Background: an optimization exercise with open tools, aiming at small area. Do not read the settings as production practice.
The RTL was checked by simulation tests, not by an equivalence proof against the original design.
Power is estimated from default activity; no workload was simulated.

== exp/sierra ==
## yay0_dec
module yay0_dec (
    input  wire        clk,
    input  wire        rst,         
    input  wire        start,       
    input  wire [31:0] base,        
    input  wire [31:0] in_len,      
    input  wire [31:0] out_cap,     
    output wire        busy,
    output wire        done,        
    output wire [3:0]  err,         
    output wire [31:0] size,        
    output reg         in_re,
    output wire [31:0] in_addr,
    input  wire [7:0]  in_rdata,
    output reg         out_we,
    output wire [31:0] out_waddr,
    output wire [7:0]  out_wdata,
    output reg         out_re,
    output wire [31:0] out_raddr,
    input  wire [7:0]  out_rdata
);
    localparam [4:0] S_INIT  = 5'd0,    
                     S_HR    = 5'd1,    
                     S_HA    = 5'd2,    
                     S_CHK4  = 5'd3,    
                     S_CHK16 = 5'd4,    
                     S_CAP   = 5'd5,    
                     S_PADD  = 5'd6,    
                     S_KADD  = 5'd7,    
                     S_CADD  = 5'd8,    
                     S_CLR   = 5'd9,    
                     S_CF0   = 5'd10,   
                     S_CFN   = 5'd11,   
                     S_CR    = 5'd12,   
                     S_KCHK  = 5'd13,   
                     S_LRD   = 5'd14,   
                     S_LWR   = 5'd15,   
                     S_PCHK  = 5'd16,   
                     S_P1    = 5'd17,   
                     S_P0    = 5'd18,   
                     S_XCHK  = 5'd19,   
                     S_XRD   = 5'd20,   
                     S_SRC   = 5'd21,   
                     S_CRD   = 5'd22,   
                     S_CWR   = 5'd23,   
                     S_D0    = 5'b11000,
                     S_D1    = 5'b11001,
                     S_D4    = 5'b11010,
  ...
Settings: LEC_CHECK=0, ABC_AREA=1, CAP_MARGIN=20, CORE_MARGIN=2, CORE_UTILIZATION=40, GPL_TIMING_DRIVEN=0, SLEW_MARGIN=20; clock period 8.0 ns.
standard.sh (not shown) runs the stock make flow with config.mk's settings and CLKGATE_MAP_FILE= SYNTH_SCRIPT=/design/flow/synth_recipe.tcl, a recipe that flattens the netlist after the stock synthesis.
==> flow/flow/run.sh <==
#!/bin/bash
# The standard layout with three changes:
#  - synthesis maps the logic with an area-only ABC script (flow/synth.tcl);
#  - the port buffers are made from the smallest buffer cell;
#  - the clock tree uses larger clusters and no dummy loads.
# Each make run's full output is in its own log in this folder.
set -euo pipefail
export AREA_ABC_SCRIPT=$PWD/flow/abc_area.script
bash standard.sh "SYNTH_SCRIPT=$PWD/flow/synth.tcl" synth > synth.log 2>&1
bash standard.sh REMOVE_ABC_BUFFERS=1 "BUFFER_PORTS_ARGS=-buffer_cell sky130_fd_sc_hd__buf_1" \
  "CTS_ARGS=-sink_clustering_enable -repair_clock_nets -dont_use_dummy_load -sink_clustering_size 10 -sink_clustering_max_diameter 50 -buf_list sky130_fd_sc_hd__clkbuf_4" \
  finish > layout.log 2>&1
==> flow/flow/abc_area.script <==
strash
dc2
dch -f
amap -m -F 4 -A 8
topo
==> flow/flow/synth.tcl <==
# synth_recipe.tcl (the standard synthesis) with one change: ABC maps the logic
# with the area-only script in abc_area.script beside this file. The flip-flops
# are mapped before ABC runs, so the registers are the standard synthesis's.
proc synth {args} { yosys synth -nofsm -noshare {*}$args }
proc abc {args} {
  set i [lsearch -exact $args -script]
  if { $i >= 0 } { lset args [expr { $i + 1 }] $::env(AREA_ABC_SCRIPT) }
  yosys abc {*}$args
}
source $::env(SCRIPTS_DIR)/synth.tcl
# left out here: clear keep_hierarchy, flatten, clean up, hide names made inside functions, write 1_2_yosys.v
What exp/xenon does differently from exp/sierra at the input level:
==> flow/flow/run.sh <==
#!/bin/bash
# The standard layout with three changes:
#  - synthesis maps the logic with an area-only ABC script (flow/synth.tcl);
#  - the port buffers are made from the smallest buffer cell;
#  - the clock tree uses larger clusters and no dummy loads.
# Each make run's full output is in its own log in this folder.
set -euo pipefail
export AREA_ABC_SCRIPT=$PWD/flow/abc_area.script
bash standard.sh "SYNTH_SCRIPT=$PWD/flow/synth.tcl" synth > synth.log 2>&1
bash standard.sh REMOVE_ABC_BUFFERS=1 "BUFFER_PORTS_ARGS=-buffer_cell sky130_fd_sc_hd__buf_1" \
  "CTS_ARGS=-sink_clustering_enable -repair_clock_nets -dont_use_dummy_load -sink_clustering_size 16 -sink_clustering_max_diameter 60 -buf_list sky130_fd_sc_hd__clkbuf_8" \
  finish > layout.log 2>&1
==> comparison <==
- exp/xenon went all the way through the flow, and no timing, DRC or antenna check failed.
- [compare] base=exp/sierra new=exp/xenon: utilization +0.22 points, share of the final layout cell area in multi-input gates shrank by 0.21 points, global-route wire length before repair level.
Inputs modified between exp/xenon and exp/nickel:
==> flow/flow/run.sh <==
#!/bin/bash
# The standard layout with these changes:
#  - synthesis maps the logic with an area-only ABC script (flow/synth.tcl,
#    flow/abc_area.script); the flip-flops are mapped as in the standard
#    synthesis;
#  - the buffers that synthesis puts on outputs sharing a net are removed at
#    floorplan (REMOVE_ABC_BUFFERS), and every port then gets a buffer of the
#    smallest buffer cell;
#  - the clock tree is built from clkbuf_4 clusters of at most 10 sinks,
#    without dummy loads.
# Each make run's full output is in its own log in this folder.
set -euo pipefail
export AREA_ABC_SCRIPT=$PWD/flow/abc_area.script
bash standard.sh "SYNTH_SCRIPT=$PWD/flow/synth.tcl" synth > synth.log 2>&1
bash standard.sh REMOVE_ABC_BUFFERS=1 "BUFFER_PORTS_ARGS=-buffer_cell sky130_fd_sc_hd__buf_1" \
  "CTS_ARGS=-sink_clustering_enable -repair_clock_nets -dont_use_dummy_load -sink_clustering_size 10 -sink_clustering_max_diameter 50 -buf_list sky130_fd_sc_hd__clkbuf_4" \
  finish > layout.log 2>&1
==> comparison <==
exp/nickel: flow completed, timing, DRC and antenna clean. exp/xenon has a lower met1 capacity usage during global routing than exp/nickel. Compared with exp/xenon, placement density in the core of exp/nickel is lower. exp/nickel vs exp/xenon — final non-filler cell total rose about 0.8%. Summary of exp/nickel over exp/xenon: number of antenna violations at the first check in global routing shows an increase of 1; post-layout total power shows a reduction of 1.3%; maximum clock insertion buffer count shows no meaningful change. The post-layout minimum cycle time of exp/nickel was superior to that of exp/xenon. Clock buffer count in the final layout was higher in exp/nickel than in exp/xenon. Between exp/nickel and exp/xenon, the area added between synthesis and finish is lower for exp/nickel. [compare] base=exp/xenon new=exp/nickel: portion of the layout cell area used by non-clock buffers closely matched the old numbers, register fraction of the total cell area shows an increase of 0.23 points.

==> separate check: timing with driven ports <==
The flow's constraints put no driver on any port. The routed layouts listed below were extracted and timed again, unchanged, in two steps. Step 1, drivers: a clkbuf_16 drives clk and a buf_2 each remaining input, both assumed. Step 2 times the ports against the registers' clock, not the clock port: input delays grow and output delays shrink by t, the midpoint of the rising clock arrivals with the driver on. Slacks: no drivers / after step 1 / after step 2; pairs: no drivers / after step 1.
| run | t, ns | slack for setup (ns) | hold WS [ns] | clock arrival spread, ns | slew at the worst register clock pin (ns) |
|---|---|---|---|---|---|
| exp/sierra | 0.637 | 0.425 / 0.425 / 0.425 | 0.310 / 0.310 / 0.310 | 0.064 / 0.064 | 0.11 / 0.11 |
| exp/xenon | 0.571 | 0.333 / 0.333 / 0.333 | 0.313 / 0.313 / 0.313 | 0.087 / 0.088 | 0.10 / 0.10 |
| exp/nickel | 0.637 | 0.425 / 0.425 / 0.425 | 0.310 / 0.310 / 0.310 | 0.064 / 0.064 | 0.11 / 0.11 |
After both steps every run listed still meets setup and hold.
